Source: an optimization exercise on an open RTL-to-GDS flow (aim: small area). Production flows keep margins and buffers that such runs may drop.
The RTL was checked by simulation tests, not by an equivalence proof against the original design.
Power and IR drop assume default switching activity.

==> flow/design.v <==
module ir_volume(clk, rst, ir_in, gtick, att_ack, att_sel_n, att_valid, att_byte, tens_we, ones_we, seg_tens, seg_ones);
  input clk;
  wire clk;
  input rst;
  wire rst;
  input ir_in;
  wire ir_in;
  input gtick;
  wire gtick;
  input att_ack;
  wire att_ack;
  output att_sel_n;
  wire att_sel_n;
  output att_valid;
  wire att_valid;
  output [7:0] att_byte;
  wire [7:0] att_byte;
  output tens_we;
  wire tens_we;
  output ones_we;
  wire ones_we;
  output [7:0] seg_tens;
  wire [7:0] seg_tens;
  output [7:0] seg_ones;
  wire [7:0] seg_ones;
  wire [1:0] _0000_;
  wire _0001_;
  wire _0002_;
  wire _0003_;
  wire _0004_;
  wire _0005_;
  wire _0006_;
  wire _0007_;
  wire _0008_;
  wire _0009_;
  wire _0010_;
  wire _0011_;
  wire _0012_;
  wire _0013_;
  wire _0014_;
  wire _0015_;
  wire _0016_;
  wire _0017_;
  wire _0018_;
  wire _0019_;
  wire _0020_;
  wire _0021_;
  wire _0022_;
  wire _0023_;
  wire _0024_;
  wire _0025_;
  wire _0026_;
  wire _0027_;
  wire _0028_;
  wire _0029_;
  wire _0030_;
  wire _0031_;
  wire _0032_;
  wire _0033_;
  wire _0034_;
  wire _0035_;
  wire _0036_;
  wire _0037_;
  wire _0038_;
  wire _0039_;
  wire _0040_;
  wire _0041_;
  wire _0042_;
  wire _0043_;
  wire _0044_;
  wire _0045_;
  wire _0046_;
  wire _0047_;
  wire _0048_;
  wire _0049_;
  wire _0050_;
  wire _0051_;
  wire _0052_;
  wire _0053_;
  wire _0054_;
  wire _0055_;
  wire _0056_;
  wire _0057_;
  wire _0058_;
  wire _0059_;
  wire _0060_;
  wire _0061_;
  wire _0062_;
  wire _0063_;
  wire _0064_;
  wire _0065_;
  wire _0066_;
  wire _0067_;
  wire _0068_;
  wire _0069_;
  wire _0070_;
  wire _0071_;
  wire _0072_;
  wire _0073_;
  wire _0074_;
  wire _0075_;
  wire _0076_;
  wire _0077_;
  wire _0078_;
  wire _0079_;
  wire _0080_;
  wire _0081_;
  wire _0082_;
  wire _0083_;
  wire _0084_;
  wire _0085_;
  wire _0086_;
  wire _0087_;
  wire _0088_;
  wire _0089_;
  wire _0090_;
  wire _0091_;
  wire _0092_;
  wire _0093_;
  wire _0094_;
  wire _0095_;
  wire _0096_;
  wire _0097_;
  wire _0098_;
  wire _0099_;
  wire _0100_;
  wire _0101_;
  wire _0102_;
  wire _0103_;
  wire _0104_;
  wire _0105_;
  wire _0106_;
  wire _0107_;
  wire _0108_;
  wire _0109_;
  wire _0110_;
  wire _0111_;
  wire _0112_;
  wire _0113_;
  wire _0114_;
  wire _0115_;
  wire _0116_;
  wire _0117_;
  wire _0118_;
  wire _0119_;
  wire _0120_;
  wire _0121_;
  wire _0122_;
  wire _0123_;
  wire _0124_;
  wire _0125_;
  wire _0126_;
  wire _0127_;
  wire _0128_;
  wire _0129_;
  wire _0130_;
  wire _0131_;
  wire _0132_;
  wire _0133_;
  wire _0134_;
  wire _0135_;
  wire _0136_;
  wire _0137_;
  wire _0138_;
  wire _0139_;
  wire _0140_;
  wire _0141_;
  wire _0142_;
  wire _0143_;
  wire _0144_;
  wire _0145_;
  wire _0146_;
  wire _0147_;
  wire _0148_;
  wire _0149_;
  wire _0150_;
  wire _0151_;
  wire _0152_;
  wire _0153_;
  wire _0154_;
  wire _0155_;
  wire _0156_;
  wire _0157_;
  wire _0158_;
  wire _0159_;
  wire _0160_;
  wire _0161_;
  wire _0162_;
  wire _0163_;
  wire _0164_;
  wire _0165_;
  wire _0166_;
  wire _0167_;
  wire _0168_;
  wire _0169_;
  wire _0170_;
  wire _0171_;
  wire _0172_;
  wire _0173_;
  wire _0174_;
  wire _0175_;
  wire _0176_;
  wire _0177_;
  wire _0178_;
  wire _0179_;
  wire _0180_;
  wire _0181_;
  wire _0182_;
  wire _0183_;
  wire _0184_;
  wire _0185_;
  wire _0186_;
  wire _0187_;
  wire _0188_;
  wire _0189_;
  wire _0190_;
  wire _0191_;
  wire _0192_;
  wire _0193_;
  wire _0194_;
  wire _0195_;
  wire _0196_;
  wire _0197_;
  wire _0198_;
  wire _0199_;
  wire _0200_;
  wire _0201_;
  wire _0202_;
  wire _0203_;
  wire _0204_;
  wire _0205_;
  wire _0206_;
  wire _0207_;
  wire _0208_;
  wire _0209_;
  wire _0210_;
  wire _0211_;
  wire _0212_;
  wire _0213_;
  wire _0214_;
  wire _0215_;
  wire _0216_;
  wire _0217_;
  wire _0218_;
  wire _0219_;
  wire _0220_;
  wire _0221_;
  wire _0222_;
  wire _0223_;
  wire _0224_;
  wire _0225_;
  wire _0226_;
  wire _0227_;
  wire _0228_;
  wire _0229_;
  wire _0230_;
  wire _0231_;
  wire _0232_;
  wire _0233_;
  wire _0234_;
  wire _0235_;
  wire _0236_;
  wire _0237_;
  wire _0238_;
  wire _0239_;
  wire _0240_;
  wire _0241_;
  wire _0242_;
  wire _0243_;
  wire _0244_;
  wire _0245_;
  wire _0246_;
  wire _0247_;
  wire _0248_;
  wire _0249_;
  wire _0250_;
  wire _0251_;
  wire _0252_;
  wire _0253_;
  wire _0254_;
  wire _0255_;
  wire _0256_;
  wire _0257_;
  wire _0258_;
  wire _0259_;
  wire _0260_;
  wire _0261_;
  wire _0262_;
  wire _0263_;
  wire _0264_;
  wire _0265_;
  wire _0266_;
  wire _0267_;
  wire _0268_;
  wire _0269_;
  wire _0270_;
  wire _0271_;
  wire _0272_;
  wire _0273_;
  wire _0274_;
  wire _0275_;
  wire _0276_;
  wire _0277_;
  wire _0278_;
  wire _0279_;
  wire _0280_;
  wire _0281_;
  wire _0282_;
  wire _0283_;
  wire _0284_;
  wire _0285_;
  wire _0286_;
  wire _0287_;
  wire _0288_;
  wire _0289_;
  wire _0290_;
  wire _0291_;
  wire _0292_;
  wire _0293_;
  wire _0294_;
  wire _0295_;
  wire _0296_;
  wire _0297_;
  wire _0298_;
  wire _0299_;
  wire _0300_;
  wire _0301_;
  wire _0302_;
  wire _0303_;
  wire _0304_;
  wire _0305_;
  wire _0306_;
  wire _0307_;
  wire _0308_;
  wire _0309_;
  wire _0310_;
  wire _0311_;
  wire _0312_;
  wire _0313_;
  wire _0314_;
  wire _0315_;
  wire _0316_;
  wire _0317_;
  wire _0318_;
  wire _0319_;
  wire _0320_;
  wire _0321_;
  wire _0322_;
  wire _0323_;
  wire _0324_;
  wire _0325_;
  wire _0326_;
  wire _0327_;
  wire _0328_;
  wire _0329_;
  wire _0330_;
  wire _0331_;
  wire _0332_;
  wire _0333_;
  wire _0334_;
  wire _0335_;
  wire _0336_;
  wire _0337_;
  wire _0338_;
  wire _0339_;
  wire _0340_;
  wire _0341_;
  wire _0342_;
  wire _0343_;
  wire _0344_;
  wire _0345_;
  wire _0346_;
  wire _0347_;
  wire _0348_;
  wire _0349_;
  wire _0350_;
  wire _0351_;
  wire _0352_;
  wire _0353_;
  wire _0354_;
  wire _0355_;
  wire _0356_;
  wire _0357_;
  wire _0358_;
  wire _0359_;
  wire _0360_;
  wire _0361_;
  wire _0362_;
  wire _0363_;
  wire _0364_;
  wire _0365_;
  wire _0366_;
  wire _0367_;
  wire _0368_;
  wire _0369_;
  wire _0370_;
  wire _0371_;
  wire _0372_;
  wire _0373_;
  wire _0374_;
  wire _0375_;
  wire _0376_;
  wire _0377_;
  wire _0378_;
  wire _0379_;
  wire _0380_;
  wire _0381_;
  wire _0382_;
  wire _0383_;
  wire _0384_;
  wire _0385_;
  wire _0386_;
  wire _0387_;
  wire _0388_;
  wire _0389_;
  wire _0390_;
  wire _0391_;
  wire _0392_;
  wire _0393_;
  wire _0394_;
  wire _0395_;
  wire _0396_;
  wire _0397_;
  wire _0398_;
  wire _0399_;
  wire _0400_;
  wire _0401_;
  wire _0402_;
  wire _0403_;
  wire _0404_;
  wire _0405_;
  wire _0406_;
  wire _0407_;
  wire _0408_;
  wire _0409_;
  wire _0410_;
  wire _0411_;
  wire _0412_;
  wire _0413_;
  wire _0414_;
  wire _0415_;
  wire _0416_;
  wire _0417_;
  wire _0418_;
  wire _0419_;
  wire _0420_;
  wire _0421_;
  wire _0422_;
  wire _0423_;
  wire _0424_;
  wire _0425_;
  wire _0426_;
  wire _0427_;
  wire _0428_;
  wire _0429_;
  wire _0430_;
  wire _0431_;
  wire _0432_;
  wire _0433_;
  wire _0434_;
  wire _0435_;
  wire _0436_;
  wire _0437_;
  wire _0438_;
  wire _0439_;
  wire _0440_;
  wire _0441_;
  wire _0442_;
  wire _0443_;
  wire _0444_;
  wire _0445_;
  wire _0446_;
  wire _0447_;
  wire _0448_;
  wire _0449_;
  wire _0450_;
  wire _0451_;
  wire _0452_;
  wire _0453_;
  wire _0454_;
  wire _0455_;
  wire _0456_;
  wire _0457_;
  wire _0458_;
  wire _0459_;
  wire _0460_;
  wire _0461_;
  wire _0462_;
  wire _0463_;
  wire _0464_;
  wire _0465_;
  wire _0466_;
  wire _0467_;
  wire _0468_;
  wire _0469_;
  wire _0470_;
  wire _0471_;
  wire _0472_;
  wire _0473_;
  wire _0474_;
  wire _0475_;
  wire _0476_;
  wire _0477_;
  wire _0478_;
  wire _0479_;
  wire _0480_;
  wire _0481_;
  wire _0482_;
  wire _0483_;
  wire _0484_;
  wire _0485_;
  wire _0486_;
  wire _0487_;
  wire _0488_;
  wire _0489_;
  wire _0490_;
  wire _0491_;
  wire _0492_;
  wire _0493_;
  wire _0494_;
  wire _0495_;
  wire _0496_;
  wire _0497_;
  wire _0498_;
  wire _0499_;
  wire _0500_;
  wire _0501_;
  wire _0502_;
  wire _0503_;
  wire _0504_;
  wire _0505_;
  wire _0506_;
  wire _0507_;
  wire _0508_;
  wire _0509_;
  wire _0510_;
  wire _0511_;
  wire _0512_;
  wire _0513_;
  wire _0514_;
  wire _0515_;
  wire _0516_;
  wire _0517_;
  wire _0518_;
  wire _0519_;
  wire _0520_;
  wire _0521_;
  wire _0522_;
  wire _0523_;
  wire _0524_;
  wire _0525_;
  wire _0526_;
  wire _0527_;
  wire _0528_;
  wire _0529_;
  wire _0530_;
  wire _0531_;
  wire _0532_;
  wire _0533_;
  wire _0534_;
  wire _0535_;
  wire _0536_;
  wire _0537_;
  wire _0538_;
  wire _0539_;
  wire _0540_;
  wire _0541_;
  wire _0542_;
  wire _0543_;
  wire _0544_;
  wire _0545_;
  wire _0546_;
  wire _0547_;
  wire _0548_;
  wire _0549_;
  wire _0550_;
  wire _0551_;
  wire _0552_;
  wire _0553_;
  wire _0554_;
  wire _0555_;
  wire _0556_;
  wire _0557_;
  wire _0558_;
  wire _0559_;
  wire _0560_;
  wire _0561_;
  wire _0562_;
  wire _0563_;
  wire _0564_;
  wire _0565_;
  wire _0566_;
  wire _0567_;
  wire _0568_;
  wire _0569_;
  wire _0570_;
  wire _0571_;
  wire _0572_;
  wire _0573_;
  wire _0574_;
  wire _0575_;
  wire _0576_;
  wire _0577_;
  wire _0578_;
  wire _0579_;
  wire _0580_;
  wire _0581_;
  wire _0582_;
  wire _0583_;
  wire _0584_;
  wire _0585_;
  wire _0586_;
  wire _0587_;
  wire _0588_;
  wire _0589_;
  wire _0590_;
  wire _0591_;
  wire _0592_;
  wire _0593_;
  wire _0594_;
  wire _0595_;
  wire _0596_;
  wire _0597_;
  wire _0598_;
  wire _0599_;
  wire _0600_;
  wire _0601_;
  wire _0602_;
  wire _0603_;
  wire _0604_;
  wire _0605_;
  wire _0606_;
  wire _0607_;
  wire _0608_;
  wire _0609_;
  wire _0610_;
  wire _0611_;
  wire _0612_;
  wire _0613_;
  wire _0614_;
  wire _0615_;
  wire _0616_;
  wire _0617_;
  wire _0618_;
  wire _0619_;
  wire _0620_;
  wire _0621_;
  wire _0622_;
  wire _0623_;
  wire _0624_;
  wire _0625_;
  wire _0626_;
  wire _0627_;
  wire _0628_;
  wire _0629_;
  wire _0630_;
  wire _0631_;
  wire _0632_;
  wire _0633_;
  wire _0634_;
  wire _0635_;
  wire _0636_;
  wire _0637_;
  wire _0638_;
  wire _0639_;
  wire _0640_;
  wire _0641_;
  wire _0642_;
  wire _0643_;
  wire _0644_;
  wire _0645_;
  wire _0646_;
  wire _0647_;
  wire _0648_;
  wire _0649_;
  wire _0650_;
  wire _0651_;
  wire _0652_;
  wire _0653_;
  wire _0654_;
  wire _0655_;
  wire _0656_;
  wire _0657_;
  wire _0658_;
  wire _0659_;
  wire _0660_;
  wire _0661_;
  wire _0662_;
  wire _0663_;
  wire _0664_;
  wire _0665_;
  wire _0666_;
  wire _0667_;
  wire _0668_;
  wire _0669_;
  wire _0670_;
  wire _0671_;
  wire _0672_;
  reg [1:0] cmd;
  reg flag;
  reg [7:0] gap;
  reg [3:0] gst;
  reg [4:0] nbits;
  reg [3:0] ones;
  reg [8:0] pcnt;
  reg [7:0] sav;
  reg [3:0] st;
  reg [3:0] tens;
  reg [6:0] thr;
  assign _0055_ = ~st[3];
  assign _0056_ = st[1] & ~(st[2]);
  assign _0057_ = _0056_ & ~(st[0]);
  assign tens_we = _0057_ & ~(_0055_);
  assign _0058_ = ~(st[2] | st[1]);
  assign _0059_ = ~(_0058_ & st[0]);
  assign _0060_ = st[3] & ~(_0059_);
  assign _0061_ = ~gst[2];
  assign _0062_ = gst[0] & ~(gst[3]);
  assign _0063_ = _0061_ & ~(_0062_);
  assign _0064_ = gst[0] & ~(gst[1]);
  assign _0065_ = _0061_ & ~(_0064_);
  assign _0066_ = _0065_ | gst[3];
  assign _0067_ = _0063_ | ~(_0066_);
  assign _0068_ = _0067_ | flag;
  assign _0069_ = sav[1] & ~(_0068_);
  assign _0070_ = _0063_ ^ ones[0];
  assign _0071_ = _0070_ & ~(flag);
  assign _0072_ = ~(ones[1] | ones[0]);
  assign _0073_ = ~(ones[1] & ones[0]);
  assign _0074_ = _0073_ & ~(_0072_);
  assign _0075_ = _0074_ | ~(_0071_);
  assign _0076_ = ~ones[2];
  assign _0077_ = _0076_ ? ones[1] : _0073_;
  assign _0078_ = ones[2] & ~(_0073_);
  assign _0079_ = ones[3] & ~(_0078_);
  assign _0080_ = ~(_0079_ | _0077_);
  assign _0081_ = _0076_ & ~(_0080_);
  assign _0082_ = _0075_ ? ones[2] : _0081_;
  assign _0083_ = ~ones[1];
  assign _0084_ = ~(_0071_ & _0083_);
  assign _0085_ = _0072_ & ~(_0076_);
  assign _0086_ = ones[2] | ones[1];
  assign _0087_ = ones[0] & ~(_0086_);
  assign _0088_ = _0087_ & ~(ones[3]);
  assign _0089_ = _0088_ | _0085_;
  assign _0090_ = _0089_ | _0084_;
  assign _0091_ = ~(_0090_ | _0082_);
  assign _0092_ = ~(gst[3] | gst[1]);
  assign _0093_ = _0063_ ? _0092_ : _0066_;
  assign _0094_ = _0071_ ^ _0083_;
  assign _0095_ = _0094_ | _0093_;
  assign _0096_ = ~(_0095_ | _0091_);
  assign _0097_ = ~(_0096_ | _0069_);
  assign _0098_ = sav[2] & ~(_0068_);
  assign _0099_ = _0082_ & ~(_0093_);
  assign _0100_ = ~(_0099_ | _0098_);
  assign _0101_ = sav[0] & ~(_0068_);
  assign _0102_ = ~(flag ^ ones[0]);
  assign _0103_ = _0102_ & ~(_0093_);
  assign _0104_ = ~(_0103_ | _0101_);
  assign _0105_ = _0100_ | ~(_0104_);
  assign _0106_ = _0097_ & ~(_0105_);
  assign _0107_ = ~_0104_;
  assign _0108_ = _0107_ & ~(_0097_);
  assign _0109_ = sav[4] & ~(_0068_);
  assign _0110_ = ~_0093_;
  assign _0111_ = ~tens[0];
  assign _0112_ = _0091_ ^ _0111_;
  assign _0113_ = _0110_ & ~(_0112_);
  assign _0114_ = ~(_0113_ | _0109_);
  assign _0115_ = ~_0114_;
  assign _0116_ = sav[6] & ~(_0068_);
  assign _0117_ = ~tens[1];
  assign _0118_ = tens[0] | ones[3];
  assign _0119_ = ~(tens[0] & ones[3]);
  assign _0120_ = _0117_ ? _0118_ : _0119_;
  assign _0121_ = _0091_ & ~(_0120_);
  assign _0122_ = ~(_0121_ & tens[2]);
  assign _0123_ = ~(_0121_ | tens[2]);
  assign _0124_ = _0123_ | _0093_;
  assign _0125_ = _0122_ & ~(_0124_);
  assign _0126_ = ~(_0125_ | _0116_);
  assign _0127_ = _0115_ & ~(_0126_);
  assign _0128_ = _0068_ | ~(sav[3]);
  assign _0129_ = _0077_ | ~(_0071_);
  assign _0130_ = ~(_0129_ & ones[3]);
  assign seg_ones[6] = ~_0080_;
  assign _0131_ = ~(ones[1] & ones[3]);
  assign _0132_ = ones[2] & ~(_0131_);
  assign seg_ones[0] = ~(_0132_ | _0089_);
  assign _0133_ = seg_ones[0] & ~(seg_ones[6]);
  assign _0134_ = _0133_ & _0071_;
  assign _0135_ = _0130_ & ~(_0134_);
  assign _0136_ = ~(_0135_ | _0093_);
  assign _0137_ = _0128_ & ~(_0136_);
  assign _0138_ = _0100_ & _0137_;
  assign _0139_ = _0127_ ? _0108_ : _0138_;
  assign _0140_ = ~(_0139_ | _0106_);
  assign _0141_ = _0068_ | ~(sav[5]);
  assign _0142_ = _0119_ & _0118_;
  assign _0143_ = _0091_ & ~(_0142_);
  assign _0144_ = _0143_ ^ _0117_;
  assign _0145_ = _0110_ & ~(_0144_);
  assign _0146_ = _0141_ & ~(_0145_);
  assign _0147_ = _0100_ & ~(_0108_);
  assign _0148_ = _0126_ & ~(_0146_);
  assign _0149_ = _0147_ & ~(_0148_);
  assign _0150_ = ~(_0146_ | _0137_);
  assign _0151_ = _0097_ & ~(_0107_);
  assign _0152_ = _0114_ & ~(_0151_);
  assign _0153_ = _0150_ | ~(_0152_);
  assign _0154_ = _0149_ & ~(_0153_);
  assign _0155_ = _0154_ | _0146_;
  assign _0156_ = _0155_ | _0140_;
  assign _0157_ = ~_0100_;
  assign _0158_ = _0157_ & ~(_0097_);
  assign _0159_ = sav[7] & ~(_0068_);
  assign _0160_ = tens[2] ^ tens[1];
  assign _0161_ = _0121_ & ~(_0160_);
  assign _0162_ = _0161_ | tens[3];
  assign _0163_ = ~tens[3];
  assign _0164_ = _0161_ & ~(_0163_);
  assign _0165_ = _0164_ | _0093_;
  assign _0166_ = _0162_ & ~(_0165_);
  assign _0167_ = _0166_ | _0159_;
  assign _0168_ = _0146_ & ~(_0167_);
  assign _0169_ = _0168_ & _0158_;
  assign _0170_ = _0169_ | _0150_;
  assign _0171_ = _0100_ & ~(_0097_);
  assign _0172_ = ~_0171_;
  assign _0173_ = _0126_ & ~(_0115_);
  assign _0174_ = ~(_0127_ | _0173_);
  assign _0175_ = _0172_ & ~(_0174_);
  assign _0176_ = _0175_ | _0104_;
  assign _0177_ = _0170_ & ~(_0176_);
  assign _0178_ = _0104_ ? _0097_ : _0171_;
  assign _0179_ = ~(_0178_ | _0158_);
  assign _0180_ = _0137_ & ~(_0179_);
  assign _0181_ = _0097_ & ~(_0100_);
  assign _0182_ = _0114_ & _0181_;
  assign _0183_ = _0180_ & ~(_0182_);
  assign _0184_ = _0167_ & ~(_0183_);
  assign _0185_ = _0104_ & ~(_0126_);
  assign _0186_ = _0150_ & ~(_0185_);
  assign _0187_ = ~(_0173_ | _0137_);
  assign _0188_ = _0187_ & ~(_0186_);
  assign _0189_ = _0188_ | _0184_;
  assign _0190_ = _0147_ | _0158_;
  assign _0191_ = _0146_ & ~(_0126_);
  assign _0192_ = _0191_ & ~(_0115_);
  assign _0193_ = _0146_ ^ _0115_;
  assign _0194_ = ~(_0193_ | _0126_);
  assign _0195_ = _0190_ ? _0192_ : _0194_;
  assign _0196_ = _0195_ | _0189_;
  assign _0197_ = _0196_ | _0177_;
  assign _0198_ = _0156_ & ~(_0197_);
  assign att_byte[3] = _0060_ & ~(_0198_);
  assign _0199_ = ~_0138_;
  assign _0200_ = _0167_ & ~(_0115_);
  assign _0201_ = _0097_ ? _0105_ : _0157_;
  assign _0202_ = _0201_ | _0193_;
  assign _0203_ = ~(_0114_ & _0157_);
  assign _0204_ = _0203_ & ~(_0106_);
  assign _0205_ = _0204_ | ~(_0148_);
  assign _0206_ = _0202_ & ~(_0205_);
  assign _0207_ = _0157_ & ~(_0151_);
  assign _0208_ = _0146_ | ~(_0115_);
  assign _0209_ = _0208_ | _0126_;
  assign _0210_ = _0207_ & ~(_0209_);
  assign _0211_ = _0146_ | _0115_;
  assign _0212_ = _0151_ & ~(_0157_);
  assign _0213_ = _0211_ | ~(_0212_);
  assign _0214_ = _0149_ & ~(_0213_);
  assign _0215_ = _0214_ | _0210_;
  assign _0216_ = ~(_0215_ | _0206_);
  assign _0217_ = _0216_ & ~(_0200_);
  assign _0218_ = _0217_ | _0199_;
  assign _0219_ = _0169_ & _0126_;
  assign _0220_ = ~(_0219_ | _0181_);
  assign _0221_ = _0115_ & ~(_0220_);
  assign _0222_ = _0199_ & ~(_0209_);
  assign _0223_ = _0171_ & ~(_0126_);
  assign _0224_ = ~(_0223_ | _0222_);
  assign _0225_ = ~(_0224_ & _0104_);
  assign _0226_ = _0225_ | _0221_;
  assign _0227_ = _0218_ & ~(_0226_);
  assign _0228_ = ~_0194_;
  assign _0229_ = _0228_ & ~(_0200_);
  assign _0230_ = _0229_ | _0100_;
  assign _0231_ = _0168_ | _0191_;
  assign _0232_ = ~_0097_;
  assign _0233_ = _0137_ & ~(_0232_);
  assign _0234_ = _0173_ | ~(_0233_);
  assign _0235_ = _0231_ & ~(_0234_);
  assign _0236_ = _0137_ & ~(_0158_);
  assign _0237_ = _0167_ & ~(_0236_);
  assign _0238_ = _0237_ | _0104_;
  assign _0239_ = _0138_ & ~(_0108_);
  assign _0240_ = _0239_ & _0127_;
  assign _0241_ = _0114_ ? _0157_ : _0097_;
  assign _0242_ = _0148_ & ~(_0241_);
  assign _0243_ = _0242_ | _0240_;
  assign _0244_ = _0243_ | _0238_;
  assign _0245_ = _0244_ | _0235_;
  assign _0246_ = _0230_ & ~(_0245_);
  assign _0247_ = _0246_ | _0227_;
  assign _0248_ = _0115_ & _0167_;
  assign _0249_ = _0228_ & ~(_0248_);
  assign _0250_ = _0191_ & ~(_0137_);
  assign _0251_ = _0202_ & ~(_0250_);
  assign _0252_ = _0249_ & ~(_0251_);
  assign _0253_ = _0114_ | _0104_;
  assign _0254_ = _0148_ | _0172_;
  assign _0255_ = _0254_ | ~(_0167_);
  assign _0256_ = _0255_ & ~(_0186_);
  assign _0257_ = _0253_ & ~(_0256_);
  assign _0258_ = _0257_ | _0252_;
  assign _0259_ = _0247_ & ~(_0258_);
  assign att_byte[2] = _0060_ & ~(_0259_);
  assign _0260_ = _0181_ & ~(_0126_);
  assign _0261_ = _0156_ & ~(_0260_);
  assign _0262_ = _0114_ ^ _0104_;
  assign _0263_ = _0148_ & ~(_0233_);
  assign _0264_ = ~(_0263_ | _0169_);
  assign _0265_ = _0262_ | ~(_0264_);
  assign _0266_ = _0265_ | _0261_;
  assign _0267_ = ~(_0181_ | _0180_);
  assign _0268_ = _0097_ & ~(_0114_);
  assign _0269_ = ~(_0268_ & _0126_);
  assign _0270_ = _0269_ | _0267_;
  assign _0271_ = _0104_ & ~(_0173_);
  assign _0272_ = ~(_0271_ | _0137_);
  assign _0273_ = _0185_ & ~(_0199_);
  assign _0274_ = _0273_ | _0272_;
  assign _0275_ = _0270_ & ~(_0274_);
  assign _0276_ = _0146_ & ~(_0275_);
  assign _0277_ = _0262_ & ~(_0264_);
  assign _0278_ = _0115_ & ~(_0224_);
  assign _0279_ = _0200_ & _0147_;
  assign _0280_ = _0105_ & ~(_0260_);
  assign _0281_ = ~(_0280_ | _0146_);
  assign _0282_ = _0248_ & _0178_;
  assign _0283_ = _0282_ | _0281_;
  assign _0284_ = _0283_ | _0279_;
  assign _0285_ = _0284_ | _0278_;
  assign _0286_ = _0285_ | _0277_;
  assign _0287_ = _0286_ | _0276_;
  assign _0288_ = _0266_ & ~(_0287_);
  assign att_byte[1] = _0060_ & ~(_0288_);
  assign att_valid = _0058_ & ~(_0055_);
  assign _0289_ = _0114_ | _0100_;
  assign _0290_ = _0289_ | _0249_;
  assign _0291_ = _0158_ & ~(_0211_);
  assign _0292_ = _0291_ | _0250_;
  assign _0293_ = _0292_ | _0238_;
  assign _0294_ = _0290_ & ~(_0293_);
  assign _0295_ = _0171_ & ~(_0174_);
  assign _0296_ = _0167_ & ~(_0199_);
  assign _0297_ = _0150_ & ~(_0115_);
  assign _0298_ = _0297_ | _0107_;
  assign _0299_ = _0298_ | _0296_;
  assign _0300_ = ~(_0299_ | _0295_);
  assign _0301_ = _0300_ & ~(_0219_);
  assign _0302_ = _0301_ | _0294_;
  assign _0303_ = ~(_0212_ | _0182_);
  assign _0304_ = _0303_ | _0193_;
  assign _0305_ = _0249_ & ~(_0304_);
  assign _0306_ = ~st[0];
  assign _0307_ = _0152_ | _0146_;
  assign _0308_ = ~(_0307_ | _0201_);
  assign _0309_ = _0308_ | _0306_;
  assign _0310_ = _0309_ | _0222_;
  assign _0311_ = _0168_ & _0182_;
  assign _0312_ = _0200_ & _0158_;
  assign _0313_ = _0312_ | _0311_;
  assign _0314_ = _0313_ | _0310_;
  assign _0315_ = _0154_ & ~(_0191_);
  assign _0316_ = _0171_ & ~(_0104_);
  assign _0317_ = _0127_ | ~(_0316_);
  assign _0318_ = _0231_ & ~(_0317_);
  assign _0319_ = _0318_ | _0315_;
  assign _0320_ = _0319_ | _0314_;
  assign _0321_ = _0320_ | _0305_;
  assign _0322_ = _0302_ & ~(_0321_);
  assign att_byte[0] = att_valid & ~(_0322_);
  assign _0323_ = _0249_ & ~(_0237_);
  assign att_byte[6] = _0060_ & ~(_0323_);
  assign _0324_ = tens[1] & tens[0];
  assign _0325_ = tens[2] & ~(_0324_);
  assign seg_tens[5] = _0325_ | tens[3];
  assign seg_tens[6] = seg_tens[5] | _0160_;
  assign _0326_ = _0209_ & ~(_0167_);
  assign att_byte[7] = _0060_ & ~(_0326_);
  assign _0327_ = ~(tens[1] | tens[3]);
  assign seg_tens[4] = _0111_ & ~(_0327_);
  assign _0328_ = tens[2] & tens[0];
  assign _0329_ = _0327_ & ~(_0328_);
  assign seg_tens[3] = seg_tens[6] & ~(_0329_);
  assign _0330_ = tens[0] | tens[3];
  assign seg_tens[2] = _0330_ | tens[2];
  assign _0331_ = ~(_0328_ & _0327_);
  assign _0332_ = ~(_0330_ | _0160_);
  assign seg_tens[1] = _0331_ & ~(_0332_);
  assign _0333_ = _0076_ & ~(_0072_);
  assign _0334_ = _0073_ & ~(_0333_);
  assign seg_ones[5] = _0334_ | _0079_;
  assign seg_tens[0] = ~_0329_;
  assign _0335_ = _0072_ | _0076_;
  assign seg_ones[1] = _0335_ | _0133_;
  assign _0336_ = st[0] & ~(st[3]);
  assign _0337_ = _0336_ & _0056_;
  assign _0338_ = ~(st[0] | st[3]);
  assign _0339_ = _0338_ & ~(ir_in);
  assign _0340_ = ~(_0339_ | _0057_);
  assign _0341_ = ~(st[2] & st[1]);
  assign _0342_ = _0058_ | ~(_0341_);
  assign _0343_ = _0342_ | ~(_0338_);
  assign _0344_ = _0340_ & ~(_0343_);
  assign _0345_ = _0344_ | _0337_;
  assign _0346_ = ~(nbits[4] | nbits[2]);
  assign _0347_ = nbits[3] & nbits[0];
  assign _0348_ = _0346_ & ~(_0347_);
  assign _0349_ = ~nbits[1];
  assign _0350_ = nbits[2] | ~(nbits[4]);
  assign _0351_ = _0349_ & ~(_0350_);
  assign _0352_ = _0351_ | _0348_;
  assign _0353_ = ~nbits[0];
  assign _0354_ = ~(cmd[0] | nbits[2]);
  assign _0355_ = _0354_ | _0349_;
  assign _0356_ = _0355_ | _0353_;
  assign _0357_ = _0352_ & ~(_0356_);
  assign _0358_ = _0306_ & ~(_0357_);
  assign _0359_ = _0345_ & ~(_0358_);
  assign _0360_ = _0359_ | cmd[1];
  assign _0361_ = nbits[2] & ~(nbits[0]);
  assign _0362_ = ~(cmd[1] | nbits[1]);
  assign _0363_ = _0362_ | _0361_;
  assign _0364_ = nbits[3] | ~(nbits[4]);
  assign _0365_ = _0363_ & ~(_0364_);
  assign _0366_ = nbits[0] | ~(nbits[3]);
  assign _0367_ = _0355_ & ~(_0366_);
  assign _0368_ = _0367_ | _0352_;
  assign _0369_ = _0368_ | _0365_;
  assign _0370_ = thr[1] | ~(pcnt[1]);
  assign _0371_ = pcnt[0] & ~(thr[0]);
  assign _0372_ = _0370_ & ~(_0371_);
  assign _0373_ = thr[2] & ~(pcnt[2]);
  assign _0374_ = thr[1] & ~(pcnt[1]);
  assign _0375_ = _0374_ | _0373_;
  assign _0376_ = _0375_ | _0372_;
  assign _0377_ = pcnt[3] & ~(thr[3]);
  assign _0378_ = pcnt[2] & ~(thr[2]);
  assign _0379_ = _0378_ | _0377_;
  assign _0380_ = _0376_ & ~(_0379_);
  assign _0381_ = thr[3] & ~(pcnt[3]);
  assign _0382_ = thr[4] & ~(pcnt[4]);
  assign _0383_ = _0382_ | _0381_;
  assign _0384_ = _0383_ | _0380_;
  assign _0385_ = pcnt[4] & ~(thr[4]);
  assign _0386_ = pcnt[5] & ~(thr[5]);
  assign _0387_ = _0386_ | _0385_;
  assign _0388_ = _0384_ & ~(_0387_);
  assign _0389_ = thr[6] & ~(pcnt[6]);
  assign _0390_ = thr[5] & ~(pcnt[5]);
  assign _0391_ = _0390_ | _0389_;
  assign _0392_ = _0391_ | _0388_;
  assign _0393_ = pcnt[6] & ~(thr[6]);
  assign _0394_ = pcnt[8] | pcnt[7];
  assign _0395_ = _0394_ | _0393_;
  assign _0396_ = _0392_ & ~(_0395_);
  assign _0397_ = _0396_ ^ _0369_;
  assign _0398_ = _0344_ & ~(_0397_);
  assign _0399_ = ~(nbits[3] | nbits[1]);
  assign _0400_ = _0350_ | _0353_;
  assign _0401_ = _0399_ & ~(_0400_);
  assign _0402_ = _0398_ & ~(_0401_);
  assign _0000_[1] = _0360_ & ~(_0402_);
  assign _0403_ = ~(_0401_ & cmd[1]);
  assign _0404_ = _0345_ & ~(_0403_);
  assign _0405_ = _0404_ | cmd[0];
  assign _0406_ = _0405_ & ~(_0398_);
  assign _0000_[0] = _0406_ | _0359_;
  assign seg_ones[4] = ~(_0085_ | ones[0]);
  assign _0407_ = _0333_ & ~(ones[0]);
  assign seg_ones[2] = ~(_0407_ | _0132_);
  assign seg_ones[3] = ~(_0089_ | _0078_);
  assign _0408_ = _0336_ & ~(_0341_);
  assign att_sel_n = ~(_0408_ | att_valid);
  assign _0409_ = ~(_0200_ | _0192_);
  assign _0410_ = ~(_0409_ | _0190_);
  assign _0411_ = _0248_ & _0190_;
  assign _0412_ = ~(_0236_ | _0126_);
  assign _0413_ = _0412_ & ~(_0186_);
  assign _0414_ = _0413_ | _0411_;
  assign _0415_ = _0297_ | _0306_;
  assign _0416_ = _0138_ & ~(_0127_);
  assign _0417_ = _0416_ & ~(_0208_);
  assign _0418_ = _0417_ | _0415_;
  assign _0419_ = _0418_ | _0414_;
  assign _0420_ = _0419_ | _0410_;
  assign _0421_ = _0216_ & ~(_0420_);
  assign att_byte[4] = att_valid & ~(_0421_);
  assign _0422_ = _0218_ & ~(_0181_);
  assign _0423_ = _0167_ & ~(_0422_);
  assign _0424_ = _0423_ | ~(_0173_);
  assign _0425_ = ~(_0218_ | _0167_);
  assign _0426_ = _0115_ & ~(_0186_);
  assign _0427_ = _0207_ & _0148_;
  assign _0428_ = _0167_ & ~(_0239_);
  assign _0429_ = _0428_ | _0427_;
  assign _0430_ = _0429_ | ~(_0426_);
  assign _0431_ = ~(_0430_ & _0060_);
  assign _0432_ = _0431_ | _0425_;
  assign att_byte[5] = _0424_ & ~(_0432_);
  assign _0433_ = ~st[2];
  assign _0434_ = tens_we | ~(att_sel_n);
  assign _0435_ = _0434_ | _0055_;
  assign ones_we = _0433_ & ~(_0435_);
  assign _0436_ = att_valid & ~(att_ack);
  assign _0437_ = _0342_ | ~(_0336_);
  assign _0438_ = ir_in & ~(_0437_);
  assign _0439_ = _0339_ & ~(_0058_);
  assign _0440_ = ~(_0439_ | _0438_);
  assign _0441_ = ~(pcnt[7] & pcnt[6]);
  assign _0442_ = pcnt[8] & ~(_0441_);
  assign _0443_ = ~(pcnt[2] | pcnt[3]);
  assign _0444_ = pcnt[1] & pcnt[0];
  assign _0445_ = pcnt[4] & pcnt[5];
  assign _0446_ = _0445_ & _0444_;
  assign _0447_ = ~(_0446_ & _0443_);
  assign _0448_ = _0442_ & ~(_0447_);
  assign _0449_ = ~(_0448_ | _0440_);
  assign _0450_ = ~(_0449_ | _0436_);
  assign _0451_ = ~_0450_;
  assign _0452_ = _0058_ & ~(st[3]);
  assign _0453_ = _0306_ & ~(_0452_);
  assign _0454_ = ~ir_in;
  assign _0455_ = st[3] ? _0058_ : _0059_;
  assign _0456_ = _0454_ & ~(_0455_);
  assign _0457_ = ~(_0456_ | _0453_);
  assign _0458_ = _0338_ & ~(_0341_);
  assign _0459_ = ~(cmd[0] | cmd[1]);
  assign _0460_ = ir_in & ~(_0459_);
  assign _0461_ = ~(_0460_ & _0458_);
  assign _0462_ = gap[2] | ~(gap[1]);
  assign _0463_ = ~(gap[6] & gap[3]);
  assign _0464_ = _0463_ | _0462_;
  assign _0465_ = gap[5] & gap[4];
  assign _0466_ = gap[7] & ~(gap[0]);
  assign _0467_ = ~(_0466_ & _0465_);
  assign _0468_ = _0467_ | _0464_;
  assign _0469_ = ~(_0468_ | _0461_);
  assign _0470_ = ~(_0066_ | cmd[1]);
  assign _0471_ = ~(cmd[0] & cmd[1]);
  assign _0472_ = ~(_0471_ | _0067_);
  assign _0473_ = ~(gap[6] | gap[7]);
  assign _0474_ = ~gap[3];
  assign _0475_ = gap[2] | gap[1];
  assign _0476_ = _0474_ & ~(_0475_);
  assign _0477_ = _0465_ & ~(_0476_);
  assign _0478_ = _0473_ & ~(_0477_);
  assign _0479_ = _0478_ | _0461_;
  assign _0480_ = _0479_ | _0472_;
  assign _0481_ = _0480_ | _0470_;
  assign _0482_ = _0092_ | cmd[0];
  assign _0483_ = _0063_ & ~(_0482_);
  assign _0484_ = ~(_0483_ | _0481_);
  assign _0485_ = ~(_0484_ | _0469_);
  assign _0486_ = ~(gst[3] | gst[2]);
  assign _0487_ = _0480_ | ~(_0486_);
  assign _0488_ = ~(_0487_ & _0485_);
  assign _0489_ = ~(st[3] | st[1]);
  assign _0490_ = ~(ir_in & st[2]);
  assign _0491_ = _0490_ | _0489_;
  assign _0492_ = ~(_0491_ | _0488_);
  assign _0493_ = ~(_0492_ | _0457_);
  assign _0494_ = _0493_ & ~(_0451_);
  assign _0495_ = _0451_ & ~(_0493_);
  assign _0496_ = _0495_ | rst;
  assign _0001_ = _0496_ | _0494_;
  assign _0497_ = tens_we & ~(_0067_);
  assign _0498_ = rst | ~(flag);
  assign _0499_ = _0498_ | ~(_0497_);
  assign _0500_ = tens[1] & ~(_0499_);
  assign _0501_ = _0497_ | rst;
  assign _0502_ = sav[5] & ~(_0501_);
  assign _0002_ = _0502_ | _0500_;
  assign _0503_ = tens[0] & ~(_0499_);
  assign _0504_ = sav[4] & ~(_0501_);
  assign _0003_ = _0504_ | _0503_;
  assign _0505_ = ~rst;
  assign _0506_ = ~(_0435_ & _0505_);
  assign _0507_ = _0506_ | ones[2];
  assign _0508_ = _0435_ | rst;
  assign _0509_ = _0100_ & ~(_0508_);
  assign _0004_ = _0507_ & ~(_0509_);
  assign _0510_ = ~(_0435_ | _0067_);
  assign _0511_ = _0498_ | ~(_0510_);
  assign _0512_ = ones[3] & ~(_0511_);
  assign _0513_ = _0510_ | rst;
  assign _0514_ = sav[3] & ~(_0513_);
  assign _0005_ = _0514_ | _0512_;
  assign _0515_ = _0444_ & pcnt[2];
  assign _0516_ = _0515_ & pcnt[3];
  assign _0517_ = _0516_ & pcnt[4];
  assign _0518_ = _0517_ & pcnt[5];
  assign _0519_ = _0518_ & pcnt[6];
  assign _0520_ = _0519_ & pcnt[7];
  assign _0521_ = _0520_ | pcnt[8];
  assign _0522_ = _0518_ & _0442_;
  assign _0523_ = _0522_ | _0440_;
  assign _0006_ = _0521_ & ~(_0523_);
  assign _0524_ = _0506_ | ones[1];
  assign _0525_ = _0097_ & ~(_0508_);
  assign _0007_ = _0524_ & ~(_0525_);
  assign _0526_ = _0506_ | ones[0];
  assign _0527_ = _0104_ & ~(_0508_);
  assign _0008_ = _0526_ & ~(_0527_);
  assign _0528_ = tens_we | rst;
  assign _0529_ = tens[2] & ~(_0528_);
  assign _0530_ = ~(tens_we & _0505_);
  assign _0531_ = ~(_0530_ | _0126_);
  assign _0009_ = _0531_ | _0529_;
  assign _0532_ = tens[1] & ~(_0528_);
  assign _0533_ = ~(_0530_ | _0146_);
  assign _0010_ = _0533_ | _0532_;
  assign _0534_ = tens[0] & ~(_0528_);
  assign _0535_ = ~(_0530_ | _0114_);
  assign _0011_ = _0535_ | _0534_;
  assign _0536_ = _0505_ & ~(_0488_);
  assign _0537_ = ~gap[1];
  assign _0538_ = gtick & gap[0];
  assign _0539_ = _0538_ & ~(_0537_);
  assign _0540_ = gap[3] & gap[2];
  assign _0541_ = ~(_0540_ & _0539_);
  assign _0542_ = _0465_ & ~(_0541_);
  assign _0543_ = ~(_0542_ ^ gap[6]);
  assign _0012_ = _0536_ & ~(_0543_);
  assign _0544_ = flag & ~(_0458_);
  assign _0545_ = ~(_0072_ & _0076_);
  assign _0546_ = _0545_ | _0118_;
  assign _0547_ = ~(_0546_ | seg_tens[6]);
  assign _0548_ = _0547_ | cmd[0];
  assign _0549_ = ~cmd[0];
  assign _0550_ = _0547_ & ~(_0549_);
  assign _0551_ = tens[2] | tens[1];
  assign _0552_ = _0119_ | _0163_;
  assign _0553_ = _0552_ | _0551_;
  assign _0554_ = _0087_ & ~(_0553_);
  assign _0555_ = _0554_ | cmd[1];
  assign _0556_ = ~(_0555_ & _0458_);
  assign _0557_ = _0556_ | _0550_;
  assign _0558_ = _0548_ & ~(_0557_);
  assign _0013_ = _0558_ | _0544_;
  assign _0559_ = ~(_0444_ & _0433_);
  assign _0560_ = ~(_0559_ | _0443_);
  assign _0561_ = ~(_0560_ & _0339_);
  assign _0562_ = thr[0] & ~(_0561_);
  assign _0563_ = _0562_ & thr[1];
  assign _0564_ = _0563_ & thr[2];
  assign _0565_ = _0564_ & thr[3];
  assign _0566_ = _0565_ & thr[4];
  assign _0567_ = _0566_ & thr[5];
  assign _0568_ = _0567_ ^ thr[6];
  assign _0014_ = _0568_ & ~(_0452_);
  assign _0569_ = _0541_ | ~(gap[4]);
  assign _0570_ = _0569_ ^ gap[5];
  assign _0015_ = _0536_ & ~(_0570_);
  assign _0571_ = _0541_ ^ gap[4];
  assign _0016_ = _0536_ & ~(_0571_);
  assign _0572_ = ~gap[2];
  assign _0573_ = _0539_ & ~(_0572_);
  assign _0574_ = _0573_ ^ _0474_;
  assign _0017_ = _0536_ & ~(_0574_);
  assign _0575_ = _0539_ ^ _0572_;
  assign _0018_ = _0536_ & ~(_0575_);
  assign _0576_ = _0538_ ^ _0537_;
  assign _0019_ = _0536_ & ~(_0576_);
  assign _0577_ = ~(_0468_ & gtick);
  assign _0578_ = gap[0] ? gtick : _0577_;
  assign _0020_ = _0536_ & ~(_0578_);
  assign _0579_ = _0486_ | _0485_;
  assign _0580_ = _0579_ | ~(gst[0]);
  assign _0581_ = gst[1] & ~(_0580_);
  assign _0582_ = gst[2] & ~(_0581_);
  assign _0583_ = _0481_ & ~(_0582_);
  assign _0584_ = _0583_ | _0580_;
  assign _0585_ = gap[5] | gap[4];
  assign _0586_ = _0585_ | _0540_;
  assign _0587_ = _0586_ | gap[7];
  assign _0588_ = _0486_ & ~(_0473_);
  assign _0589_ = ~(_0588_ & _0452_);
  assign _0590_ = _0587_ & ~(_0589_);
  assign _0591_ = _0590_ | rst;
  assign _0592_ = _0591_ | _0484_;
  assign _0593_ = _0579_ & ~(gst[0]);
  assign _0594_ = _0593_ | _0592_;
  assign _0021_ = _0584_ & ~(_0594_);
  assign _0595_ = nbits[3] & ~(_0345_);
  assign _0596_ = ~nbits[2];
  assign _0597_ = _0344_ & ~(_0596_);
  assign _0022_ = _0597_ | _0595_;
  assign _0598_ = _0344_ & nbits[3];
  assign _0599_ = nbits[4] & ~(_0345_);
  assign _0023_ = _0599_ | _0598_;
  assign _0600_ = _0344_ & ~(_0349_);
  assign _0601_ = nbits[2] & ~(_0345_);
  assign _0024_ = _0601_ | _0600_;
  assign _0602_ = _0344_ & ~(_0353_);
  assign _0603_ = nbits[1] & ~(_0345_);
  assign _0025_ = _0603_ | _0602_;
  assign _0604_ = gst[3] & ~(_0581_);
  assign _0605_ = _0604_ | _0484_;
  assign _0606_ = _0484_ & ~(cmd[1]);
  assign _0607_ = _0606_ | _0591_;
  assign _0026_ = _0605_ & ~(_0607_);
  assign _0608_ = st[2] & ~(_0350_);
  assign _0609_ = _0345_ & ~(_0608_);
  assign _0610_ = nbits[0] & ~(_0609_);
  assign _0611_ = _0596_ & ~(_0399_);
  assign _0612_ = nbits[4] & ~(_0611_);
  assign _0613_ = _0399_ & ~(nbits[0]);
  assign _0614_ = _0346_ & ~(_0613_);
  assign _0615_ = _0614_ | _0612_;
  assign _0616_ = _0344_ & ~(_0615_);
  assign _0027_ = _0616_ | _0610_;
  assign _0617_ = sav[2] & ~(_0513_);
  assign _0618_ = ones[2] & ~(_0511_);
  assign _0028_ = _0618_ | _0617_;
  assign _0619_ = _0549_ & ~(_0481_);
  assign _0620_ = ~(_0619_ | _0591_);
  assign _0029_ = _0620_ & ~(_0583_);
  assign _0621_ = sav[1] & ~(_0513_);
  assign _0622_ = ones[1] & ~(_0511_);
  assign _0030_ = _0622_ | _0621_;
  assign _0623_ = tens[3] & ~(_0528_);
  assign _0624_ = _0167_ & ~(_0530_);
  assign _0031_ = _0624_ | _0623_;
  assign _0625_ = sav[0] & ~(_0513_);
  assign _0626_ = ones[0] & ~(_0511_);
  assign _0032_ = _0626_ | _0625_;
  assign _0627_ = gst[3] | ~(_0581_);
  assign _0628_ = _0580_ & ~(gst[1]);
  assign _0629_ = _0628_ | _0592_;
  assign _0033_ = _0627_ & ~(_0629_);
  assign _0630_ = sav[6] & ~(_0501_);
  assign _0631_ = tens[2] & ~(_0499_);
  assign _0034_ = _0631_ | _0630_;
  assign _0632_ = _0566_ | thr[5];
  assign _0633_ = _0567_ | _0452_;
  assign _0035_ = _0632_ & ~(_0633_);
  assign _0634_ = _0565_ | thr[4];
  assign _0635_ = _0566_ | _0452_;
  assign _0036_ = _0634_ & ~(_0635_);
  assign _0636_ = _0564_ | thr[3];
  assign _0637_ = _0565_ | _0452_;
  assign _0037_ = _0636_ & ~(_0637_);
  assign _0638_ = _0563_ | thr[2];
  assign _0639_ = _0564_ | _0452_;
  assign _0038_ = _0638_ & ~(_0639_);
  assign _0640_ = _0562_ | thr[1];
  assign _0641_ = _0563_ | _0452_;
  assign _0039_ = _0640_ & ~(_0641_);
  assign _0642_ = thr[0] | ~(_0561_);
  assign _0643_ = _0562_ | _0452_;
  assign _0040_ = _0642_ & ~(_0643_);
  assign _0644_ = ~(_0542_ & gap[6]);
  assign _0645_ = _0644_ ^ gap[7];
  assign _0041_ = _0536_ & ~(_0645_);
  assign _0646_ = _0519_ | pcnt[7];
  assign _0647_ = _0520_ | _0440_;
  assign _0042_ = _0646_ & ~(_0647_);
  assign _0648_ = _0518_ | pcnt[6];
  assign _0649_ = _0519_ | _0440_;
  assign _0043_ = _0648_ & ~(_0649_);
  assign _0650_ = _0506_ | ones[3];
  assign _0651_ = _0137_ & ~(_0508_);
  assign _0044_ = _0650_ & ~(_0651_);
  assign _0652_ = _0517_ | pcnt[5];
  assign _0653_ = _0518_ | _0440_;
  assign _0045_ = _0652_ & ~(_0653_);
  assign _0654_ = sav[7] & ~(_0501_);
  assign _0655_ = tens[3] & ~(_0499_);
  assign _0046_ = _0655_ | _0654_;
  assign _0656_ = _0516_ ^ pcnt[4];
  assign _0047_ = _0656_ & ~(_0440_);
  assign _0657_ = _0515_ ^ pcnt[3];
  assign _0048_ = _0657_ & ~(_0440_);
  assign _0658_ = _0444_ ^ pcnt[2];
  assign _0049_ = _0658_ & ~(_0440_);
  assign _0659_ = pcnt[1] ^ pcnt[0];
  assign _0050_ = _0659_ & ~(_0440_);
  assign _0051_ = _0440_ | ~(pcnt[0]);
  assign _0660_ = _0449_ & ~(_0433_);
  assign _0661_ = _0454_ & ~(_0437_);
  assign _0662_ = _0661_ | _0344_;
  assign _0663_ = ~(_0662_ | _0660_);
  assign _0052_ = ~(_0663_ & _0536_);
  assign _0053_ = _0434_ & ~(rst);
  assign _0664_ = st[1] & ~(_0450_);
  assign _0665_ = _0450_ & _0060_;
  assign _0666_ = _0339_ ? _0058_ : _0057_;
  assign _0667_ = _0346_ & ~(st[1]);
  assign _0668_ = ~(_0667_ & _0613_);
  assign _0669_ = _0661_ & ~(_0668_);
  assign _0670_ = _0669_ | _0666_;
  assign _0671_ = _0670_ | _0665_;
  assign _0672_ = ~(_0671_ | _0664_);
  assign _0054_ = ~(_0672_ & _0536_);
  always @(posedge clk)
    nbits[0] <= _0027_;
  always @(posedge clk)
    nbits[1] <= _0025_;
  always @(posedge clk)
    nbits[2] <= _0024_;
  always @(posedge clk)
    nbits[3] <= _0022_;
  always @(posedge clk)
    nbits[4] <= _0023_;
  always @(posedge clk)
    st[0] <= _0001_;
  always @(posedge clk)
    st[1] <= _0054_;
  always @(posedge clk)
    st[2] <= _0052_;
  always @(posedge clk)
    st[3] <= _0053_;
  always @(posedge clk)
    pcnt[0] <= _0051_;
  always @(posedge clk)
    pcnt[1] <= _0050_;
  always @(posedge clk)
    pcnt[2] <= _0049_;
  always @(posedge clk)
    pcnt[3] <= _0048_;
  always @(posedge clk)
    pcnt[4] <= _0047_;
  always @(posedge clk)
    pcnt[5] <= _0045_;
  always @(posedge clk)
    pcnt[6] <= _0043_;
  always @(posedge clk)
    pcnt[7] <= _0042_;
  always @(posedge clk)
    pcnt[8] <= _0006_;
  always @(posedge clk)
    thr[0] <= _0040_;
  always @(posedge clk)
    thr[1] <= _0039_;
  always @(posedge clk)
    thr[2] <= _0038_;
  always @(posedge clk)
    thr[3] <= _0037_;
  always @(posedge clk)
    thr[4] <= _0036_;
  always @(posedge clk)
    thr[5] <= _0035_;
  always @(posedge clk)
    thr[6] <= _0014_;
  always @(posedge clk)
    gst[2] <= _0029_;
  always @(posedge clk)
    gst[3] <= _0026_;
  always @(posedge clk)
    gst[0] <= _0021_;
  always @(posedge clk)
    gst[1] <= _0033_;
  always @(posedge clk)
    gap[0] <= _0020_;
  always @(posedge clk)
    gap[1] <= _0019_;
  always @(posedge clk)
    gap[2] <= _0018_;
  always @(posedge clk)
    gap[3] <= _0017_;
  always @(posedge clk)
    gap[4] <= _0016_;
  always @(posedge clk)
    gap[5] <= _0015_;
  always @(posedge clk)
    gap[6] <= _0012_;
  always @(posedge clk)
    gap[7] <= _0041_;
  always @(posedge clk)
    tens[0] <= _0011_;
  always @(posedge clk)
    tens[1] <= _0010_;
  always @(posedge clk)
    tens[2] <= _0009_;
  always @(posedge clk)
    tens[3] <= _0031_;
  always @(posedge clk)
    ones[0] <= _0008_;
  always @(posedge clk)
    ones[1] <= _0007_;
  always @(posedge clk)
    ones[2] <= _0004_;
  always @(posedge clk)
    ones[3] <= _0044_;
  always @(posedge clk)
    sav[4] <= _0003_;
  always @(posedge clk)
    sav[5] <= _0002_;
  always @(posedge clk)
    sav[6] <= _0034_;
  always @(posedge clk)
    sav[7] <= _0046_;
  always @(posedge clk)
    sav[0] <= _0032_;
  always @(posedge clk)
    sav[1] <= _0030_;
  always @(posedge clk)
    sav[2] <= _0028_;
  always @(posedge clk)
    sav[3] <= _0005_;
  always @(posedge clk)
    flag <= _0013_;
  always @(posedge clk)
    cmd[0] <= _0000_[0];
  always @(posedge clk)
    cmd[1] <= _0000_[1];
  assign seg_ones[7] = 1'h0;
  assign seg_tens[7] = 1'h0;
endmodule
==> flow/flow/run.sh <==
#!/bin/bash
# The standard layout (standard.sh) with these changes:
#  - synthesis maps the logic with ABC for area only (flow/area.abc) instead of
#    ORFS's delay-bounded mapping, buffering and sizing, and leaves adders to
#    ABC (no separate half/full adder cells); everything else in the
#    synthesis script (registers, names, flattening) is the standard flow's own;
#  - every input and output port gets the smallest buffer (buf_1);
#  - clock tree: clkbuf_4 buffers, sinks clustered by up to 14, no dummy loads.
set -euo pipefail
here=$(pwd)
# synthesis script: the standard flow's, with the ABC call given flow/area.abc as its script
{
  head -n 1 synth_recipe.tcl
  cat <<EOT
proc abc {args} {
  set i [lsearch -exact \$args -script]
  if { \$i >= 0 } { set args [lreplace \$args \$i [expr {\$i + 1}] -script $here/flow/area.abc] }
  yosys abc {*}\$args
}
EOT
  tail -n +2 synth_recipe.tcl
} > area_synth.tcl
sed "s#SYNTH_SCRIPT=[^ ]*synth_recipe.tcl#SYNTH_SCRIPT=$here/area_synth.tcl ADDER_MAP_FILE=#" standard.sh > area_standard.sh
grep -q "SYNTH_SCRIPT=$here/area_synth.tcl ADDER_MAP_FILE=" area_standard.sh
export BUFFER_PORTS_ARGS="-buffer_cell sky130_fd_sc_hd__buf_1"
export CTS_ARGS="-sink_clustering_enable -repair_clock_nets -buf_list sky130_fd_sc_hd__clkbuf_8 -dont_use_dummy_load"
bash area_standard.sh > standard.log 2>&1
==> flow/flow/area.abc <==
strash
dch -f
amap
topo
==> flow/standard.sh <==
#!/bin/bash
# synth_recipe.tcl (not shown) runs the flow's synth.tcl, then flattens the netlist and writes it again
# the make line also repeats each setting of config.mk as NAME=value (left out here)
make -C /OpenROAD-flow-scripts/flow DESIGN_CONFIG=/design/flow/config.mk WORK_HOME=/design/flow/orfs CLKGATE_MAP_FILE= SYNTH_SCRIPT=/design/flow/synth_recipe.tcl "${@:-finish}"
==> flow/config.mk <==
export PLATFORM = sky130hd
export DESIGN_NAME = ir_volume
export DESIGN_NICKNAME = ir_volume
export VERILOG_FILES = /design/flow/design.v
export SDC_FILE = /design/flow/constraint.sdc
export NUM_CORES = 4
export LEC_CHECK = 0
export ABC_AREA = 1
export CAP_MARGIN = 20
export CORE_MARGIN = 2
export CORE_UTILIZATION = 40
export SLEW_MARGIN = 20
==> flow/constraint.sdc <==
create_clock -name core_clock -period 10.0 [get_ports {clk}]
set_input_delay 2.0000 -clock core_clock [delete_from_list [all_inputs] [get_ports {clk}]]
set_output_delay 2.0000 -clock core_clock [all_outputs]
set_load 0.01 [all_outputs]
==> impl_metrics.toml, run 1 <==
[worst_setup_path]
cp_common_cell = "clkinv_1"
r2r_setup_slack_ns = 5.64
crit_fanout = 7
crit_path_start_kind = "flop"
path_buf_inv = 6
crit_path_end_kind = "output port"
cp_data_arrival_time_ns = 6.18
critPathTopFamily = "compound AO/OA/AOI/OAI gates"
worst_ep_required_time_ns = 8.00
crit_path_max_incr_delay_ns = 0.77
crit_type = "flop to output port"
crit_path_cell_trace = "clkinv_1 > o21ai_0 > clkinv_1 > o221ai_1 > clkinv_1 > o21ai_0 > a21oi_1 > nor4_1 > o21ai_0 > nor2b_1 > o32ai_1 > clkinv_1 > nor2_1 > clkinv_1 > nand3_1 > o32a_1 > o21ai_0 > or4_1 > a2111oi_0 > nor2_1 > buf_1"
slowest_stage = "o32ai_1"

[timing]
tightest_slew_ns = 0.942
period_minus_slack_ns = 8.18
slew_violations = 0
clock_skew_ns = 0.0311
fin_crit_sh_pct = 81.8
timing.fmax_mhz = 122
relSlewSlack_pct = 37.0
setup_violations = 0
rsz0062_at_grt = "false"
totalNegativeSetupSlack_ns = 0
hold_violations = 0

[route]
wl_per_cell_um = 15.1
routed_wl_um = 10300
drtIter0Drc = 305
vias = 3970
postRouteAntennaNets = 0
viasPerCell = 5.86
drtPass1Iterations = 5
drc_errors = 0

[floorplan]
rows = 34
die_area_um2 = 9520
core_um2 = 8590
start_util_pct = 40.7
die_h_um = 97.6
die_w_um = 97.6
io_pins = 33

[layout]
final_cell_mix = "nor2_1, clkinv_1, dfxtp_1, o22ai_1"
nNetsFinal = 577
areaGrowthSynthToFinish_pct = 9.58
finalInstanceArea_um2 = 3840
mostFrequentLayoutCell = "nor2_1"
drive_gt1_share_pct = 1.58
diodes = 0

[clock_network]
hold_buffers = 0
path_clk_slew_ns = 0.11
cts_tree = "yes"
cts.sinks = 56
clk_latency_ns = 0.31
numCtsBuffers = 5
post_cts_buffers = 0
clockBufferDepth = 2
cts_root_buf = "clkbuf_8"
post_cts_resized = 0
cts_max_level = 2

[global_route]
gr-total-overflow = 0
antenna_found_initial = 0
grt_pass1_wl_um = 17300
grt_util_all_layers_pct = 21.6
first_global_vias = 3652
grt_max_degree = 19

[yosys]
synth.distinct_cells = 42
ys_seq_elements = 56
ys.flop_type = "dfxtp_1"
synth_edf_count = 0
synth_area_um2 = 3500
ys_seq_area_share_pct = 32.0
ys_async_sr_fraction_pct = 0
yosys_warnings = 1
syn-mean-instance-area_um2 = 6.58
syn_inst = 532

[run]
cap_viol_max_count = 0

[placement]
dpl_cell_area_um2 = 3770
dp_hpwl_um = 8250
routabilityCongestion = 1.03
port_buffers = 30

[power]
power_per_cell_area_nw_per_um2 = 183
p_leak_nw = 1.20
vdd_drop_max_uv = 95.5

[status]
status = "finished clean"

[hold_path]
worst_hold_path_type = "flop to flop"
==> layout make-up <==
type,instances,area [µm²]
inverter,83,312
sequential,56,1120
fill,931,4760
multi-input combinational,392,2060
clock buffer,5,68.8
tap,108,135
timing repair buffer,34,143
==> registers in the layout (all words and copies together) (netlist names) <==
| name | cells |
|---|---|
| pcnt | 9 |
| gap | 8 |
| sav | 8 |
| thr | 7 |
| nbits | 5 |
| gst | 4 |
| ones | 4 |
| st | 4 |
| tens | 4 |
| cmd | 2 |
| flag | 1 |
==> synth_stat cells (all sizes together), types with 5 or more instances <==
cell	n	area, µm²
a211oi	15	113
a21oi	22	110
a31oi	7	43.8
clkinv	83	312
dfxtp	56	1120
nand2	35	131
nand3	7	35.0
nor2	129	484
nor2b	6	37.5
nor3	22	110
nor4	8	50.1
o21ai	35	175
o22a	5	43.8
o22ai	39	244
o32ai	8	70.1
or2	6	37.5
==> metrics by stage <==
step	utilization [%]	total power, W	hold slack (ns)	setup slack [ns]	cells
after floorplan	-	0.000510	0.362	3.48	533
after global placement	43.8	0.000589	0.371	2.37	673
after detailed placement	43.8	0.000592	0.373	2.32	673
after CTS	44.6	0.000704	0.402	1.91	678
after global routing	44.6	0.000760	0.417	1.26	678
final	44.6	0.000702	0.401	1.82	678
==> kinds of logic (layout without fill, tap and decap cells) <==
family                 count (synthesis)  in the layout  share of synthesized area, %
flip-flops                            56             56                          32.0
buffers and inverters                 85            122                          9.33
other                                  1              2                         0.107
AND/OR/NAND/NOR                      227            227                          28.0
AO/OA/AOI/OAI                        163            163                          30.6
==> power by group <==
part / total, W / switching, W / leakage, nW / internal (W)
clock network: 0.000113 / 0.0000672 / 0.0359 / 0.0000455
registers: 0.000295 / 0.0000392 / 0.455 / 0.000256
logic: 0.000295 / 0.000194 / 0.704 / 0.000101
total: 0.000702 / 0.000300 / 1.20 / 0.000402
==> per-layer routing <==
| metal | GRT usage [%] | vias to the layer above | wire [µm] |
|---|---|---|---|
| li1 | - | 1985 | - |
| met1 | 28.0 | 1770 | 4420 |
| met2 | 36.3 | 178 | 4810 |
| met3 | 3.53 | 37 | 744 |
| met4 | 7.69 | 0 | 283 |
| met5 | 0 | - | 0 |
==> final timing paths <==
| kind | to | depth (start not counted) | from |
|---|---|---|---|
| worst max-delay path | att_byte[4] | 21 | gst[0] |
| worst min-delay path | pcnt[0] | 1 | pcnt[0] |
| worst max register to register | tens[3] | 14 | gst[0] |
| worst min register to register | pcnt[0] | 1 | pcnt[0] |
==> run 2: changes to the inputs <==
--- a/flow/config.mk
+++ b/flow/config.mk
@@ -8,5 +8,5 @@
 export ABC_AREA = 1
 export CAP_MARGIN = 20
 export CORE_MARGIN = 2
-export CORE_UTILIZATION = 40
+export CORE_UTILIZATION = 65
 export SLEW_MARGIN = 20
==> run 2 against run 1 <==
Still clean on timing, DRC and antenna. Clock skew shrank 0.0074 ns. Synthesized cell count unchanged. Critical path depth unchanged. Final cell count shrank 5.9%. Critical path type unchanged.
==> impl_metrics.toml, run 2 <==
[status]
status = "finished clean"

[power]
vdd_drop_max_uv = 152
power_per_cell_area_nw_per_um2 = 188
p_leak_nw = 1.18
power_w = 0.000711

[timing]
tightest_slew_ns = 1.00
slew_violations = 0
fin_crit_sh_pct = 81.9
setup_violations = 0
clock_skew_ns = 0.0237
hold_violations = 0
hold-worst-slack_ns = 0.420
period_minus_slack_ns = 8.19
timing.fmax_mhz = 122
totalNegativeSetupSlack_ns = 0
rsz0062_at_grt = "false"
relSlewSlack_pct = 32.9

[clock_network]
cts_max_level = 2
clk_latency_ns = 0.30
hold_buffers = 0
cts_root_buf = "clkbuf_8"
cts_tree = "yes"
numCtsBuffers = 5
post_cts_resized = 0
cts.sinks = 56
path_clk_slew_ns = 0.10
clockBufferDepth = 2
post_cts_buffers = 0

[hold_path]
worst_hold_path_type = "flop to flop"
hold_depth = 1

[yosys]
synth_area_leaders = "dfxtp_1, nor2_1, clkinv_1"
synth_top_cell_by_area = "dfxtp_1"
synth_most_common_cell = "nor2_1"
synth_common_cells = "nor2_1, clkinv_1, dfxtp_1"
synth_area_um2 = 3500
yosys_warnings = 1
synth_edf_count = 0
syn_inst = 532
ys_seq_area_share_pct = 32.0
ys_seq_elements = 56
ys.flop_type = "dfxtp_1"
syn-mean-instance-area_um2 = 6.58
ys_async_sr_fraction_pct = 0
synth_top_area_share_pct = 32.0
synth.distinct_cells = 42

[worst_setup_path]
r2r_setup_slack_ns = 5.78
cp_common_cell = "clkinv_1"
crit_path_start_kind = "flop"
crit_type = "flop to output port"
crit_fanout = 7
crit_path_end_kind = "output port"
crit_path_max_incr_delay_ns = 0.81
cp_data_arrival_time_ns = 6.19
worst_ep_required_time_ns = 8.00
crit_path_cell_trace = "clkinv_1 > o21ai_0 > clkinv_1 > o221ai_1 > clkinv_1 > o21ai_0 > a21oi_1 > nor4_1 > o21ai_0 > nor2b_1 > o32ai_1 > clkinv_1 > nor2_1 > clkinv_1 > nand3_1 > o32a_1 > o21ai_0 > or4_1 > a2111oi_0 > nor2_1 > buf_1"
ff2ff_path_depth = 12
slowest_stage = "o32ai_1"

[global_route]
gr-total-overflow = 0
first_global_vias = 3787
grt_util_all_layers_pct = 35.0
antenna_found_initial = 0
grt_pass1_wl_um = 17400
grt_max_degree = 20

[floorplan]
die_h_um = 77.4
rows = 26
io_pins = 33
start_util_pct = 68.1
die_area_um2 = 5990
core_um2 = 5140
die_w_um = 77.4

[run]
cap_viol_max_count = 0

[placement]
placedCellCount = 633
routabilityCongestion = 1.01
dp_hpwl_um = 7960
port_buffers = 30

[layout]
mostFrequentLayoutCell = "nor2_1"
drive_gt1_share_pct = 1.23
nNetsFinal = 575
final_cell_count_no_fill = 638
final_cell_mix = "nor2_1, clkinv_1, dfxtp_1, o22ai_1"
reg_top3 = "pcnt x9, gap x8, sav x8"
largest_reg_flops = 9
largest_register = "pcnt"
utilization_pct = 73.4
diodes = 0
areaGrowthSynthToFinish_pct = 7.79

[route]
postRouteAntennaNets = 0
wl_per_cell_um = 16.0
routed_wl_um = 10200
drc_errors = 0
vias = 4181
viasPerCell = 6.55
drtPass1Iterations = 5
drtIter0Drc = 491
## run 2: final cells by class
cell class,count,area [µm²]
Multi-Input combinational cell,392,2060
Fill cell,427,1370
Sequential cell,56,1120
Inverter,83,312
Timing Repair Buffer,32,128
Tap cell,70,87.6
Clock buffer,5,68.8
## run 2: worst paths after layout
kind           start           to
max           gst[0]  att_byte[4]
min          pcnt[0]      pcnt[0]
max reg2reg   gst[0]      tens[0]
min reg2reg  pcnt[0]      pcnt[0]
## run 2: routing by layer
layer,global-route usage (%),vias to the layer above,share of wire [%]
li1,-,1979,-
met1,45.5,1852,41
met2,59.6,304,46
met3,5.00,46,11
met4,12.0,0,2.8
met5,0,-,0
## run 2: critical path, delay by kind of cell (launching register included)
family	cells	cell delay, ns
flip-flops	1	0.36
AO/OA/AOI/OAI	9	2.58
AND/OR/NAND/NOR	6	1.70
buffers and inverters	6	1.26
## run 2: per-stage QoR
stage	cell area (µm²)	worst slack [ns]
floorplan	3500	3.48
global route	3770	1.13
global placement	3700	2.21
detailed placement	3700	2.27
finish	3770	1.81
CTS	3770	1.98
## run 2: cell families (layout without fill, tap and decap cells)
kind of cell	Yosys count	in the layout	share of synthesized area (%)
other	1	2	0.107
DFF	56	56	32.0
buffers and inverters	85	120	9.33
AOI/OAI and AO/OA	163	163	30.6
and+or+nand+nor	227	227	28.0
## run 2: where the power goes
part	switching, W	internal (W)	leakage (nW)	total, W
logic	0.000202	0.000101	0.693	0.000303
registers	0.0000395	0.000256	0.455	0.000295
clock network	0.0000672	0.0000455	0.0359	0.000113

afterwards: timing with drivers on the ports:
How much do the figures lean on ideal ports? The routed layouts below were timed once more, with nothing changed but the port constraints.
Step 1 assumes that a clkbuf_16 drives the clock port and a buf_2 every other input.
Step 2 also shifts input and output timing later by t, the mid clock arrival at the registers, as if the neighbouring blocks saw the same clock.
Slacks: ideal ports / drivers / drivers and shift; pairs: ideal ports / drivers.
| run | t (ns) | setup WS [ns] | worst hold slack (ns) | clock arrival spread, ns | worst register clock-pin slew, ns |
|---|---|---|---|---|---|
| run 1 | 0.329 | 1.818 / 1.786 / 2.115 | 0.401 / 0.401 / 0.401 | 0.032 / 0.033 | 0.11 / 0.11 |
| run 2 | 0.325 | 1.811 / 1.780 / 2.105 | 0.420 / 0.420 / 0.420 | 0.025 / 0.024 | 0.10 / 0.10 |
After both steps every run listed still meets setup and hold.
